From an optimization exercise on the open Yosys and OpenROAD flow, aimed at small area and a short achievable clock period; shortcuts taken in it are not production practice.
In this exercise RTL edits were held to simulation tests only and were not proved equivalent to the original.
Power is estimated from default activity; no workload was simulated.

## oak
// fsk_rx
module fsk_rx (
    input  wire        clk,
    input  wire        rst,           
    input  wire        in_valid,
    input  wire [15:0] in_i,
    input  wire [15:0] in_q,
    output reg         db_valid,
    output wire [7:0]  db_level,
    output wire [31:0] db_maxsq,
    output reg         hit_valid,
    output reg         byte_valid,
    output wire [7:0]  byte_data,
    output reg         byte_first,
    output reg         byte_last
);
Size: ~3200 cells after synthesis, about 88 I/O pins.
==> flow/config.mk <==
export PLATFORM = sky130hd
export DESIGN_NAME = fsk_rx
export DESIGN_NICKNAME = fsk_rx
export VERILOG_FILES = /design/flow/design.v
export SDC_FILE = /design/flow/constraint.sdc
export NUM_CORES = 4
export LEC_CHECK = 0
export CAP_MARGIN = 20
export CORE_MARGIN = 2
export CORE_UTILIZATION = 40
export CTS_CLUSTER_DIAMETER = 60
export CTS_CLUSTER_SIZE = 25
export SLEW_MARGIN = 20
==> flow/constraint.sdc <==
create_clock -name core_clock -period 12.0 [get_ports {clk}]
set_input_delay 2.4000 -clock core_clock [delete_from_list [all_inputs] [get_ports {clk}]]
set_output_delay 2.4000 -clock core_clock [all_outputs]
set_load 0.01 [all_outputs]
standard.sh (not shown) runs the stock make flow with config.mk's settings and CLKGATE_MAP_FILE= SYNTH_SCRIPT=/design/flow/synth_recipe.tcl, a recipe that flattens the netlist after the stock synthesis.
==> flow/flow/run.sh <==
#!/bin/bash
set -euo pipefail
bash standard.sh "BUFFER_PORTS_ARGS=-buffer_cell sky130_fd_sc_hd__buf_2" SETUP_SLACK_MARGIN=8.3 finish > standard.log 2>&1
oak closes out successfully: all stages finished, all timing, DRC and antenna checks passed.
> inputs changed (oak -> pine)
Settings: CTS_CLUSTER_DIAMETER changed from 60 to 100.
==> flow/flow/run.sh <==
#!/bin/bash
set -euo pipefail
bash standard.sh "BUFFER_PORTS_ARGS=-buffer_cell sky130_fd_sc_hd__buf_2" SETUP_SLACK_MARGIN=8.5 finish > standard.log 2>&1
## What came out
- When pine is set beside oak, its final layout net count turns out to be 0.90% larger.
- Looking only at share of layout cells above drive strength 1, and setting everything else aside, the lower value of oak and pine goes to oak.
- pine against oak: arrival time at the worst endpoint went up; number of buffers created by CTS went down; switching power share of the total did not really move.
#### Input delta (birch over pine)
Settings: CTS_CLUSTER_SIZE now 30, was 25.
==> flow/flow/run.sh <==
#!/bin/bash
set -euo pipefail
bash standard.sh "BUFFER_PORTS_ARGS=-buffer_cell sky130_fd_sc_hd__buf_2" SETUP_SLACK_MARGIN=8.5 \
  "CTS_ARGS=-sink_clustering_enable -repair_clock_nets -sink_clustering_size 30 -sink_clustering_max_diameter 100 -dont_use_dummy_load" \
  finish > standard.log 2>&1
### Flow results
- Critical path's slowest cell: sky130_fd_sc_hd__fa_1 -> pine, sky130_fd_sc_hd__fa_2 -> birch
- Changes observed in birch relative to pine: wire length per cell after detailed routing increased by 0.47% relative to the old numbers; xor-xnor portion of the synthesized cell area closely matched the old numbers; proportion of cell area spent on the clock network decreased by 0.55 points relative to the old numbers.
- Total number of vias essentially unchanged between pine and birch.
- Changes observed in birch relative to pine: power after layout has decreased; total number of H-tree levels has remained practically unchanged; global-route usage has remained practically unchanged; wire length after detailed routing has remained practically unchanged.
- Row post-route clock skew: birch higher / pine lower
- Run comparison: birch last element of the critical path curmax[15]; pine last element of the critical path curmax[1]
Input changes introduced in maple (baseline for comparison: birch):
Settings: a change of CORE_UTILIZATION from 40 to 55; a change of CTS_CLUSTER_SIZE from 30 to 25.
==> flow/flow/run.sh <==
#!/bin/bash
set -euo pipefail
bash standard.sh "BUFFER_PORTS_ARGS=-buffer_cell sky130_fd_sc_hd__buf_2" SETUP_SLACK_MARGIN=8.3 finish > standard.log 2>&1
[summary]
- birch -> maple: number of nets with antenna violations after routing flat
- maple vs birch, worst setup path endpoint: curmax[17] vs curmax[15]
- Summary of maple over birch: share of layout cells above drive strength 1 down 1.5 points, met1 capacity usage during global routing went up, worst clock skew now smaller.
- Of maple and birch, it is maple that has the higher worst hold slack.
- The run showing the smaller critical path buffer and inverter count is birch.
- Against birch as the reference, maple delivers a higher internal power of the cells.
- maple vs. birch: total die area went down by 27%.
- birch vs maple, beginning of the critical path: m_s[21] vs m_s[23]
Relative to maple, the following input files were edited for cedar:
Settings: changing CTS_CLUSTER_SIZE from 25 to 30; changing CORE_UTILIZATION from 55 to 40.
==> flow/flow/run.sh <==
#!/bin/bash
set -euo pipefail
bash standard.sh "BUFFER_PORTS_ARGS=-buffer_cell sky130_fd_sc_hd__buf_2" SETUP_SLACK_MARGIN=8.5 finish > standard.log 2>&1
Findings:
cedar vs maple on met3 demand-to-capacity share in global routing: cedar is the lower one. Comparing maple and cedar, the lower met2 track demand over resource in global routing was measured on cedar. Per the comparison of cedar with maple, die area now larger; total net switching power now smaller; worst hold slack across all endpoints now smaller; final RePlAce weighted congestion now larger; number of tap cells inserted now larger. cedar against maple: transition at the pin with the smallest max-transition slack picked up an extra 0.062 ns; all-layer global routing usage dropped 8.7 points. cedar -> maple: synthesized netlist net count delta 0, exact match. Pin count of the biggest net entering global routing: cedar > maple.

* * *

## wip/raven
Starting RTL as in the previous note.
==> flow/config.mk <==
export PLATFORM = sky130hd
export DESIGN_NAME = fsk_rx
export DESIGN_NICKNAME = fsk_rx
export VERILOG_FILES = /design/flow/design.v
export SDC_FILE = /design/flow/constraint.sdc
export NUM_CORES = 4
export LEC_CHECK = 0
export CAP_MARGIN = 20
export CORE_MARGIN = 2
export CORE_UTILIZATION = 40
export SLEW_MARGIN = 20
==> flow/constraint.sdc <==
create_clock -name core_clock -period 12.0 [get_ports {clk}]
set_input_delay 2.4000 -clock core_clock [delete_from_list [all_inputs] [get_ports {clk}]]
set_output_delay 2.4000 -clock core_clock [all_outputs]
set_load 0.01 [all_outputs]
==> flow/flow/run.sh <==
#!/bin/bash
set -euo pipefail
bash standard.sh "BUFFER_PORTS_ARGS=-buffer_cell sky130_fd_sc_hd__buf_2" SETUP_SLACK_MARGIN=8.65 finish > standard.log 2>&1
wip/raven closes out successfully: all stages finished, all timing, DRC and antenna checks passed.
diff inputs: wip/raven => wip/indigo
Settings: setting CTS_CLUSTER_SIZE to 25 for the first time; setting CTS_CLUSTER_DIAMETER to 100 for the first time.
==> flow/flow/run.sh <==
#!/bin/bash
set -euo pipefail
bash standard.sh "BUFFER_PORTS_ARGS=-buffer_cell sky130_fd_sc_hd__buf_2" SETUP_SLACK_MARGIN=8.5 \
  "CTS_ARGS=-sink_clustering_enable -repair_clock_nets -sink_clustering_size 25 -sink_clustering_max_diameter 100 -dont_use_dummy_load" \
  finish > standard.log 2>&1
--- outcome ---
wip/indigo closes out successfully: all stages finished, all timing, DRC and antenna checks passed. | clock power share | higher: wip/raven |. In wip/indigo the minimum setup slack among reg-to-reg paths turned out 0.08 ns lower than in wip/raven. The count of endpoints failing setup in the final report on wip/raven is in line with that on wip/indigo. In wip/indigo, the clock network area share came out 2.8 points below the value in wip/raven. wip/indigo vs wip/raven: number of cells on the critical path up. Comparing wip/indigo and wip/raven, worst setup margin is lower on wip/indigo.
## Diff of input files: wip/lagoon against wip/indigo
==> flow/flow/run.sh <==
#!/bin/bash
set -euo pipefail
bash standard.sh "BUFFER_PORTS_ARGS=-buffer_cell sky130_fd_sc_hd__buf_2" SETUP_SLACK_MARGIN=8.1 finish > standard.log 2>&1
Findings:
wip/lagoon closes out successfully: all stages finished, all timing, DRC and antenna checks passed.
Total of plain and repair buffers excluding clock buffers in wip/lagoon is about 32% lower than in wip/indigo
Actual transition at the worst max-transition pin for wip/lagoon: 0.020 ns up relative to wip/indigo
The source of the critical timing path comes out m_t[9]$_DFF_P_ in one run and m_t[3]$_DFF_P_ in the other, namely in wip/lagoon and wip/indigo respectively.
In wip/lagoon the smallest setup slack after layout turned out 0.017 ns lower than in wip/indigo.
--- input diff wip/lagoon..wip/onyx ---
Settings: clearing CTS_CLUSTER_DIAMETER, which used to be 100; clearing CTS_CLUSTER_SIZE, which used to be 25.
==> flow/flow/run.sh <==
#!/bin/bash
set -euo pipefail
bash standard.sh "BUFFER_PORTS_ARGS=-buffer_cell sky130_fd_sc_hd__buf_2" SETUP_SLACK_MARGIN=8.5 finish > standard.log 2>&1
Findings:
- Min non-clock buffer count in the final layout across wip/lagoon and wip/onyx: wip/lagoon
- wip/lagoon → wip/onyx: share of the final layout cell area in multi-input gates shrank by 2.6 points; layout overhead on the synthesized area grew by 5.7 points; count of sequential standard cells held steady; part of the total power dissipated in combinational logic shrank by 4.5 points.
- Per the comparison of wip/onyx with wip/lagoon, total count of hold-check failures in the final report closely matched the old numbers, total power increased by about 12% relative to the old numbers.
- Compared to wip/lagoon, wip/onyx has global-route met3 utilization 0.74 points higher.
- From wip/lagoon to wip/onyx the numbers moved as follows: actual transition at the worst max-transition pin went up by 0.022 ns; layout net count went up about 2.2%; latest clock arrival within the worst-skew pair was more or less identical.
Inputs modified between wip/onyx and wip/fjord:
Settings: an added CTS_CLUSTER_SIZE of 25; an added CTS_CLUSTER_DIAMETER of 100.
==> flow/flow/run.sh <==
#!/bin/bash
set -euo pipefail
bash standard.sh "BUFFER_PORTS_ARGS=-buffer_cell sky130_fd_sc_hd__buf_2" SETUP_SLACK_MARGIN=8.3 finish > standard.log 2>&1
--- outcome ---
Summary of wip/fjord over wip/onyx: power lower; register share of total power higher.
Summary of the comparison: detail-routed via count per cell is higher in wip/fjord, relative to wip/onyx.
In wip/fjord, global-route usage over all layers is lower than in wip/onyx.
Re initial core utilization: no difference whatsoever between wip/fjord and wip/onyx.
wip/fjord -> wip/onyx: total area of multi-input combinational cells flat
[wip/fjord] proportion of power drawn by the clock network fell 8.0 points relative to wip/onyx
Post-route worst setup slack is lower on wip/onyx

* * *

## v17
fsk_rx, a different RTL version from the one above (not shown whole).
Size in the first run: about 3200 cells after synthesis, about 390 flip-flops, about 88 I/O pins.
Settings: LEC_CHECK=0, CAP_MARGIN=20, CORE_MARGIN=2, CORE_UTILIZATION=40, SLEW_MARGIN=20; clock period 12.0 ns.
==> flow/flow/run.sh <==
#!/bin/bash
set -euo pipefail
bash standard.sh "BUFFER_PORTS_ARGS=-buffer_cell sky130_fd_sc_hd__buf_2" SETUP_SLACK_MARGIN=9.0 finish > standard.log 2>&1
v17: done, clean on timing, DRC and antenna
--- input diff v17..v7 ---
==> flow/flow/run.sh <==
#!/bin/bash
set -euo pipefail
bash standard.sh "BUFFER_PORTS_ARGS=-buffer_cell sky130_fd_sc_hd__buf_2" SETUP_SLACK_MARGIN=8.5 finish > standard.log 2>&1
Results
- For the fraction of power consumed by sequential logic, v7 came in 2.6 points higher than v17 did.
- Between v7 and v17, the met1 layer wirelength in the final routing does not differ in any meaningful way.
- In the flow results for v17 and v7, the power is smaller on v7.
- Comparing v7 against v17, there is no change at all in summed instance area of the synthesized netlist.
- Compared v7 vs v17, and share of the core filled with cells is down in v7.
- v7 vs. v17: count of plain and timing-repair buffers in the layout fell by about 32%, layout-stage area growth over the synthesis result lost 7.1 points, cell count decreased 2.5%, maximum clock frequency did not really move.
The following lists how v45 was set up differently from v7:
==> flow/flow/run.sh <==
#!/bin/bash
set -euo pipefail
bash standard.sh "BUFFER_PORTS_ARGS=-buffer_cell sky130_fd_sc_hd__buf_2" SETUP_SLACK_MARGIN=8.7 finish > standard.log 2>&1
==> run notes <==
[compare] base=v7 new=v45: count of endpoints failing setup in the final report flat; post-layout total power shows an increase of about 5.3%; post-placement worst setup slack picked up an extra 0.16 ns; via count now larger. Quantity of gates resized following cts is lower on v7. Compared with v7, v45 shows global-route wire length before repair that has gone up slightly.

==> port drivers added, routing unchanged <==
No port has a modelled driver above. Below, the same layouts with a new extraction and two added sets of constraints.
Step 1 sets driving cells, clkbuf_16 on the clock port and buf_2 on the other inputs (assumed; they add their load-dependent delay and slew).
Step 2 times the ports against the registers' clock, not the clock port: input delays grow and output delays shrink by t, the midpoint of the rising clock arrivals with the driver on.
Three values: ideal, step 1, step 2; two values: the first two.
| run | t (ns) | setup slack, ns | worst data-port slew with drivers (ns) |
|---|---|---|---|
| oak | 0.638 | 8.326 / 8.269 / 8.348 | 0.03 |
| pine | 0.633 | 8.305 / 8.288 / 8.305 | 0.03 |
| birch | 0.607 | 8.325 / 8.285 / 8.325 | 0.03 |
| maple | 0.621 | 8.307 / 8.266 / 8.307 | 0.04 |
| cedar | 0.619 | 8.233 / 8.233 / 8.233 | 0.03 |
| wip/raven | 0.635 | 8.321 / 8.265 / 8.325 | 0.03 |
| wip/indigo | 0.617 | 8.251 / 8.251 / 8.251 | 0.03 |
| wip/lagoon | 0.633 | 8.235 / 8.235 / 8.235 | 0.03 |
| wip/onyx | 0.649 | 8.309 / 8.272 / 8.309 | 0.03 |
| wip/fjord | 0.633 | 8.330 / 8.280 / 8.330 | 0.03 |
| v17 | 0.651 | 8.312 / 8.248 / 8.322 | 0.03 |
| v7 | 0.651 | 8.316 / 8.259 / 8.117 | 0.04 |
| v45 | 0.651 | 8.331 / 8.271 / 8.332 | 0.03 |
After both steps setup and hold are still met in every run listed. For v7, which loses most, drivers alone change the setup slack by -0.057 ns; drivers and shift together by -0.199 ns.
